This design comes from an exercise in tuning for small area, a short achievable clock period and few clock cycles per item on the open sky130 flow, not from production work. The RTL was checked by simulation tests, not by an equivalence proof against the original design. Power is estimated from default activity; no workload was simulated.

**design/flow/constraint.sdc**
```tcl
create_clock -name core_clock -period 13.0 [get_ports {clk}]
set_input_delay 2.6000 -clock core_clock [delete_from_list [all_inputs] [get_ports {clk}]]
set_output_delay 2.6000 -clock core_clock [all_outputs]
set_load 0.01 [all_outputs]
```
**design/flow/config.mk**
```make
export PLATFORM = sky130hd
export DESIGN_NAME = bitpack_enc
export DESIGN_NICKNAME = bitpack_enc
export VERILOG_FILES = /design/flow/design.v
export SDC_FILE = /design/flow/constraint.sdc
export NUM_CORES = 4
export LEC_CHECK = 0
export CAP_MARGIN = 20
export CORE_MARGIN = 2
export CORE_UTILIZATION = 40
export PLACE_DENSITY = 0.6
export SLEW_MARGIN = 20
```
**design/flow/run.sh**
```bash
#!/bin/bash
# synth_recipe.tcl (not shown) runs the flow's synth.tcl, then flattens the netlist and writes it again
# the make line also repeats each setting of config.mk as NAME=value (left out here)
make -C /OpenROAD-flow-scripts/flow DESIGN_CONFIG=/design/flow/config.mk WORK_HOME=/design/flow/orfs CLKGATE_MAP_FILE= SYNTH_SCRIPT=/design/flow/synth_recipe.tcl finish
```
**design/flow/design.v**
```verilog
module enc_blockizer (
    input  wire       clk,
    input  wire       rst,
    input  wire       in_valid,
    input  wire [7:0] in_data,
    input  wire       in_eos,
    output wire       in_ready,
    output reg        x_valid,
    output reg  [7:0] x_data,
    output wire       x_eos,
    input  wire       x_ready
);
    localparam S_FILL     = 3'd0;
    localparam S_SEARCH   = 3'd1;
    localparam S_EMIT_HDR = 3'd2;
    localparam S_EMIT_REF = 3'd3;
    localparam S_EMIT_RUN = 3'd4;
    localparam S_END      = 3'd5;
    reg [2:0] state;
    reg [7:0] win [0:31];    
    reg [5:0] cnt;           
    reg       eos_seen;      
    reg [5:0] idx;           
    reg [5:0] len;           
    reg [2:0] matched;       
    reg       best_valid;
    reg [5:0] best_len;
    reg [2:0] best_m;
    reg [7:0] blk_hdr;
    reg [5:0] rem;           
    function signed [15:0] score;
        input [5:0] l;
        input [2:0] m;
        begin
            score = $signed({13'd0, m}) * ($signed({10'd0, l}) - 16'sd1) - 16'sd8;
        end
    endfunction
    function [2:0] clb;
        input [7:0] p;
        input [7:0] b;
        input [2:0] cap;
        reg   [7:0] d;
        reg   [3:0] n;
        integer     i;
        reg         stop;
        begin
            d    = p ^ b;
            n    = 4'd0;
            stop = 1'b0;
            for (i = 7; i >= 0; i = i - 1) begin
                if (!stop && !d[i])
                    n = n + 4'd1;
                else
                    stop = 1'b1;
            end
            clb = (n < {1'b0, cap}) ? n[2:0] : cap;
        end
    endfunction
    wire [7:0] p_byte  = win[0];
    wire [7:0] b_byte  = win[idx[4:0]];
    wire [2:0] new_m   = clb(p_byte, b_byte, matched);
    wire signed [15:0] cur_score  = score(len, matched);
    wire signed [15:0] new_score  = score(len + 6'd1, new_m);
    wire signed [15:0] best_score = score(best_len, best_m);
    wire decline = new_score < cur_score;
    wire [5:0] res_len = best_valid ? best_len : len;
    wire [2:0] res_m   = (res_len == 6'd1) ? 3'd0 : (best_valid ? best_m : matched);
    assign in_ready = (state == S_FILL) && (cnt != 6'd32) && !eos_seen;
    assign x_eos    = (state == S_END);
    always @(*) begin
        x_valid = 1'b0;
        x_data  = 8'd0;
        case (state)
            S_EMIT_HDR: begin x_valid = 1'b1; x_data = blk_hdr; end
            S_EMIT_REF: begin x_valid = 1'b1; x_data = win[0];  end
            S_EMIT_RUN: begin x_valid = 1'b1; x_data = win[0];  end
            default: ;
        endcase
    end
    integer k;
    always @(posedge clk) begin
        if (rst) begin
            state      <= S_FILL;
            cnt        <= 6'd0;
            eos_seen   <= 1'b0;
            idx        <= 6'd0;
            len        <= 6'd0;
            matched    <= 3'd0;
            best_valid <= 1'b0;
            best_len   <= 6'd0;
            best_m     <= 3'd0;
            blk_hdr    <= 8'd0;
            rem        <= 6'd0;
        end else begin
            case (state)
                S_FILL: begin
                    if (cnt == 6'd32 || eos_seen) begin
                        if (cnt == 6'd0) begin
                            state <= S_END;
                        end else begin
                            state      <= S_SEARCH;
                            idx        <= 6'd1;
                            len        <= 6'd1;
                            matched    <= 3'd7;
                            best_valid <= 1'b0;
                        end
                    end else if (in_valid) begin
                        win[cnt[4:0]] <= in_data;
                        cnt           <= cnt + 6'd1;
                    end else if (in_eos) begin
                        eos_seen <= 1'b1;
                    end
                end
                S_SEARCH: begin
                    if (idx == cnt) begin
                        blk_hdr <= {res_m, res_len[4:0] - 5'd1};
                        rem     <= res_len;
                        state   <= S_EMIT_HDR;
                    end else begin
                        if (decline && (!best_valid || cur_score > best_score)) begin
                            best_valid <= 1'b1;
                            best_len   <= len;
                            best_m     <= matched;
                        end
                        len     <= len + 6'd1;
                        matched <= new_m;
                        idx     <= idx + 6'd1;
                    end
                end
                S_EMIT_HDR: if (x_ready) state <= S_EMIT_REF;
                S_EMIT_REF: if (x_ready) state <= S_EMIT_RUN;
                S_EMIT_RUN: begin
                    if (x_ready) begin
                        for (k = 0; k < 31; k = k + 1)
                            win[k] <= win[k + 1];
                        cnt <= cnt - 6'd1;
                        rem <= rem - 6'd1;
                        if (rem == 6'd1)
                            state <= S_FILL;
                    end
                end
                default: state <= S_END;
            endcase
        end
    end
endmodule
module enc_packer (
    input  wire       clk,
    input  wire       rst,
    input  wire       x_valid,
    input  wire [7:0] x_data,
    input  wire       x_eos,
    output wire       x_ready,
    output reg        out_valid,
    output reg  [7:0] out_data,
    output wire       out_eos,
    input  wire       out_ready
);
    localparam P_HDR  = 2'd0;
    localparam P_REF  = 2'd1;
    localparam P_RES  = 2'd2;
    localparam P_DONE = 2'd3;
    reg [1:0] phase;
    reg [2:0] m;             
    reg [5:0] remaining;     
    reg [7:0] acc_byte;      
    reg [2:0] acc_bits;      
    wire can_step = !out_valid || out_ready;
    assign x_ready = can_step && (phase != P_DONE);
    assign out_eos = (phase == P_DONE) && !out_valid;
    reg [7:0] push_val;
    reg [3:0] push_w;
    always @(*) begin
        case (phase)
            P_HDR:   begin push_val = x_data;                        push_w = 4'd8; end
            P_REF:   begin push_val = x_data >> (4'd8 - {1'b0, m});  push_w = {1'b0, m}; end
            P_RES:   begin push_val = x_data & (8'hFF >> m);         push_w = 4'd8 - {1'b0, m}; end
            default: begin push_val = 8'd0;                          push_w = 4'd0; end
        endcase
    end
    wire [3:0]  total    = {1'b0, acc_bits} + push_w;
    wire [15:0] combined = {acc_byte, 8'd0} | ({8'd0, push_val} << (5'd16 - {1'b0, total}));
    wire        full     = total >= 4'd8;
    always @(posedge clk) begin
        if (rst) begin
            phase     <= P_HDR;
            m         <= 3'd0;
            remaining <= 6'd0;
            acc_byte  <= 8'd0;
            acc_bits  <= 3'd0;
            out_valid <= 1'b0;
            out_data  <= 8'd0;
        end else begin
            if (out_ready)
                out_valid <= 1'b0;
            if (can_step && phase != P_DONE) begin
                if (x_valid) begin
                    if (full) begin
                        out_valid <= 1'b1;
                        out_data  <= combined[15:8];
                        acc_byte  <= combined[7:0];
                        acc_bits  <= total[2:0];
                    end else begin
                        acc_byte  <= combined[15:8];
                        acc_bits  <= total[2:0];
                    end
                    case (phase)
                        P_HDR: begin
                            m         <= x_data[7:5];
                            remaining <= {1'b0, x_data[4:0]} + 6'd1;
                            phase     <= P_REF;
                        end
                        P_REF: phase <= P_RES;
                        default: begin
                            remaining <= remaining - 6'd1;
                            if (remaining == 6'd1)
                                phase <= P_HDR;
                        end
                    endcase
                end else if (x_eos && phase == P_HDR) begin
                    if (acc_bits != 3'd0) begin
                        out_valid <= 1'b1;
                        out_data  <= acc_byte;
                    end
                    acc_byte <= 8'd0;
                    acc_bits <= 3'd0;
                    phase    <= P_DONE;
                end
            end
        end
    end
endmodule
module bitpack_enc (
    input  wire       clk,
    input  wire       rst,
    input  wire       in_valid,
    input  wire [7:0] in_data,
    input  wire       in_eos,
    output wire       in_ready,
    output wire       out_valid,
    output wire [7:0] out_data,
    output wire       out_eos,
    input  wire       out_ready
);
    wire       x_valid;
    wire [7:0] x_data;
    wire       x_eos;
    wire       x_ready;
    enc_blockizer u_blk (
        .clk(clk), .rst(rst),
        .in_valid(in_valid), .in_data(in_data), .in_eos(in_eos), .in_ready(in_ready),
        .x_valid(x_valid), .x_data(x_data), .x_eos(x_eos), .x_ready(x_ready)
    );
    enc_packer u_pack (
        .clk(clk), .rst(rst),
        .x_valid(x_valid), .x_data(x_data), .x_eos(x_eos), .x_ready(x_ready),
        .out_valid(out_valid), .out_data(out_data), .out_eos(out_eos), .out_ready(out_ready)
    );
endmodule
```
==> notes.md <==
Reported max-cap violation count: 0
Count of state elements after synthesis: 341
Pwr Density: 218 mW/mm^2
Critical Path Slowest Stage Cell: sky130_fd_sc_hd__nor4_1
Dpl hpwl: 43600 um
Crit path max-delay family: compound AO/OA/AOI/OAI gates
RSZ-0062 raised after global routing: false
Count of antenna-violating nets left after detailed routing: 0
Max_slew headroom: 22.3%
Final hold violation count: 0
Met3 track demand over resource in global routing: 2.43%
Delay of the slowest critical-path stage: 680 ps
Endpoint class of the critical path: flip-flop
Most numerous cell types in the synthesized netlist: 614 x sky130_fd_sc_hd__nand2_1, 256 x sky130_fd_sc_hd__edfxtp_1, 148 x sky130_fd_sc_hd__mux2i_1
Area share of the leading cell type in the synthesized netlist: 34.7%
Share of synthesized area occupied by flip-flops and latches: 42.4%
Clock latency at the later pin of the worst-skew pair: 560 ps
Final setup violation count: 0
Depth of the worst hold-timing path: 2
Class of the most critical setup path: reg2reg
Post-synth top area cell: sky130_fd_sc_hd__edfxtp_1
Most common cell type on the critical path: sky130_fd_sc_hd__nor2_1
Number of rows created at floorplan: 86
Port bufs: 23
Worst Tran Pin Value: 1160 ps
Class of the most critical hold timing path: reg2reg
Number of placed I/O pins: 24
Worst Clk Skew: 27.2 ps
Flip-flop and latch area: 0.00940 sq mm
Horizontal die dimension: 239 um
Final critical-path required period: 11780 ps
Arr. time, crit path: 12180 ps
Unique masters post-synth: 85
Setup crit start kind: flip-flop
Total area of multi-input combinational cells: 0.0117 sq mm
Leading cell types by total area after synthesis: sky130_fd_sc_hd__edfxtp_1 35%, sky130_fd_sc_hd__nand2_1 10%, sky130_fd_sc_hd__dfxtp_1 7.7%, sky130_fd_sc_hd__mux2i_1 6.7%, sky130_fd_sc_hd__ha_1 5.6%
Count of placed standard cells including taps: 3058
Clock tree from TritonCTS: built
Cells on worst reg2reg path: 52
Fill cells: 5310
Via count of the first global-routing pass: 16600
Crit Path Max Fanout: 21
Final worst-path cycle share: 90.7%
Post-route DRC: 0
Average size of a mapped cell: 9.26 sq um
Static leakage: 0.00920 uW
Detailed-routing iteration count for the pre-antenna-repair pass: 6
Global Route met1 Usage: 29.2%
Clock Root Buffer: sky130_fd_sc_hd__clkbuf_16
Asr flop ratio synth: 0%
Number of enable-type register cells in the synthesized netlist: 256
Starting DRC count in detailed routing: 1698
Number of max-slew violations in the final report: 0
Run status: no timing/DRC/antenna violations
Overflow after GRT: 0
Total CTS buffers: 37
Nets: 2506
Pin count of the biggest net entering global routing: 249
Met2 global-route usage: 34.0%
Layout cells sized above 1: 6.68%
Cell area after technology mapping: 0.0222 sq mm
Maximum VDD drop: 0.000135 V
Busiest metal layer after global routing: met2
Non-filler instance count after layout: 3131
Wire length after detailed routing: 61200 um
Area Overhead vs Synth: 9.29%
Worst Hold Slack: 471 ps
Clock Tree Buf Depth: 3
Synthesized net count: 2547
Count of buffer and inverter cells on the critical path: 7
First-pass GRT wire length: 94600 um
Via count: 17200
Gr usage total: 21.1%
Sum of negative setup slack: 0 ps
Die span in y: 239 um
Number of antenna violations at the first check in global routing: 1
Floorplan core area: 0.0550 sq mm
Hold-fix buffer count after cts: 0
Top-count cell post-synth: sky130_fd_sc_hd__nand2_1
Number of H-tree levels: 2
Max Freq: 84.9 MHz
Average vias per placed instance: 5.49
Reg clk slew, reported paths: 60 ps
Floorplan die area: 0.0573 sq mm
Primary flip-flop cell chosen by synthesis mapping: sky130_fd_sc_hd__edfxtp_1
Final estimated routing congestion in global placement: 0.866
Initial standard-cell utilization of the core: 40.3%
Count of yosys warnings during synthesis: 2
Levels on crit path: 52
Critical path required time: 13390 ps
Gate Count Post-Synth: 2394
Wirelength per Cell: 19.6 um
TritonCTS Sinks: 341
[repair_timing]
item / 4_1_cts / 5_1_grt
gates resized for setup: 0 / 5
setup buffers: 0 / 2
hold endpoints to repair: 0 / 0
endpoints found under the setup margin: 0 / 10
[cell families (layout without fill, tap and decap cells)]
logic type | after synthesis | in the layout | synth area share [%]
mux | 171 | 171 | 8.41
compound gates | 415 | 415 | 12.3
fa+ha+maj | 140 | 140 | 9.29
simple gates | 969 | 969 | 19.0
buf+inv | 274 | 262 | 5.31
flops | 341 | 341 | 42.3
other cells | 0 | 1 | 0
xor+xnor | 84 | 84 | 3.35
[sequential cells by signal (all words and copies together), names as in the netlist, named ones only]
| signal | cells |
|---|---|
| u_blk.win | 256 |
| u_blk.blk_hdr | 8 |
| u_pack.acc_byte | 8 |
| u_pack.out_data | 8 |
| u_blk.best_len | 6 |
| u_blk.cnt | 6 |
| u_blk.idx | 6 |
| u_blk.len | 6 |
| u_blk.rem | 6 |
| u_pack.remaining | 6 |
| u_blk.best_m | 3 |
| u_blk.matched | 3 |
| u_blk.state | 3 |
| u_pack.acc_bits | 3 |
| u_pack.m | 3 |
| u_pack.phase | 2 |
| u_blk.best_valid | 1 |
| u_blk.eos_seen | 1 |
| u_pack.out_valid | 1 |
[final timing paths]
kind,from,to,slack [ps]
worst max register to register,flip-flop,u_blk.best_len[3],1220
worst min register to register,u_pack.acc_byte[3],u_pack.acc_byte[3],470
worst min-delay path,u_pack.acc_byte[3],u_pack.acc_byte[3],470
worst max-delay path,flip-flop,u_blk.best_len[3],1220
[placed cells by master, fill, tap and decap left out, drive strengths merged, types with 27 or more instances in the layout]
master,n
nand2,615
edfxtp,256
mux2i,148
nor2,144
inv,132
a21oi,120
ha,99
dfxtp,85
o21ai,84
a22oi,61
xnor2,52
clkbuf,47
fa,41
buf,37
nand3,33
xor2,32
nor2b,31
nor3,27
[report_power, final]
part	internal [uW]	switching [uW]	total [uW]
Combinational	1070	1690	2760
Clock	574	455	1030
Sequential	1350	135	1490
[metal layers]
metal,vias to the layer above,wire (um)
li1,8258,-
met4,0,2040
met5,-,0
met3,106,3180
met2,511,28200
met1,8315,27800
[metrics by stage]
| step | power [uW] | instance area (sq um) | setup slack (ps) | utilization [%] |
|---|---|---|---|---|
| 2_1_floorplan | 3530 | 22200 | 2710 | - |
| 3_3_place_gp | 4150 | 22900 | 946 | 41.7 |
| 3_5_place_dp | 4240 | 23000 | 602 | 41.7 |
| 4_1_cts | 5280 | 24100 | 559 | 43.9 |
| 5_1_grt | 5680 | 24200 | 110 | 44.1 |
| 6_report | 5270 | 24200 | 1220 | 44.1 |
[layout make-up]
cell class / instances / area share, %
clock inverter: 22 / 0.692
multi-input combinational: 1779 / 48.1
inverter: 134 / 2.10
antenna: 1 / 0.0103
clock buffer: 46 / 4.13
sequential: 341 / 38.8
timing repair buffer: 60 / 2.34
tap: 748 / 3.86
[tightest hold or removal path, cell delays in order, from the launching register on]
cell and delay (ps):
sky130_fd_sc_hd__dfxtp_1 320, sky130_fd_sc_hd__nand2_1 60, sky130_fd_sc_hd__nand2_1 40
Testbench counts, summed over its fixed seeds: cycles 127,801, items 31,210.

## static timing again, ports no longer ideal
No port has a modelled driver above. Below, the same layout with a new extraction and two added sets of constraints.
Step 1 assumes that a clkbuf_16 drives the clock port and a buf_2 every other input.
Step 2, shift: input delay + t, output delay - t, t = (earliest + latest rising clock arrival at the registers) / 2. This alone moves slack from input paths to output paths.
Three values: ideal, step 1, step 2; two values: the first two.
t (ns): 0.598
setup WS [ns]: 1.215 / 1.215 / 1.215
worst setup path at the end: register to register
pins driven straight from the clock port: 1
After both steps setup and hold are still met in this run. For this run, drivers alone change the setup slack by 0.000 ns; drivers and shift together by 0.000 ns.
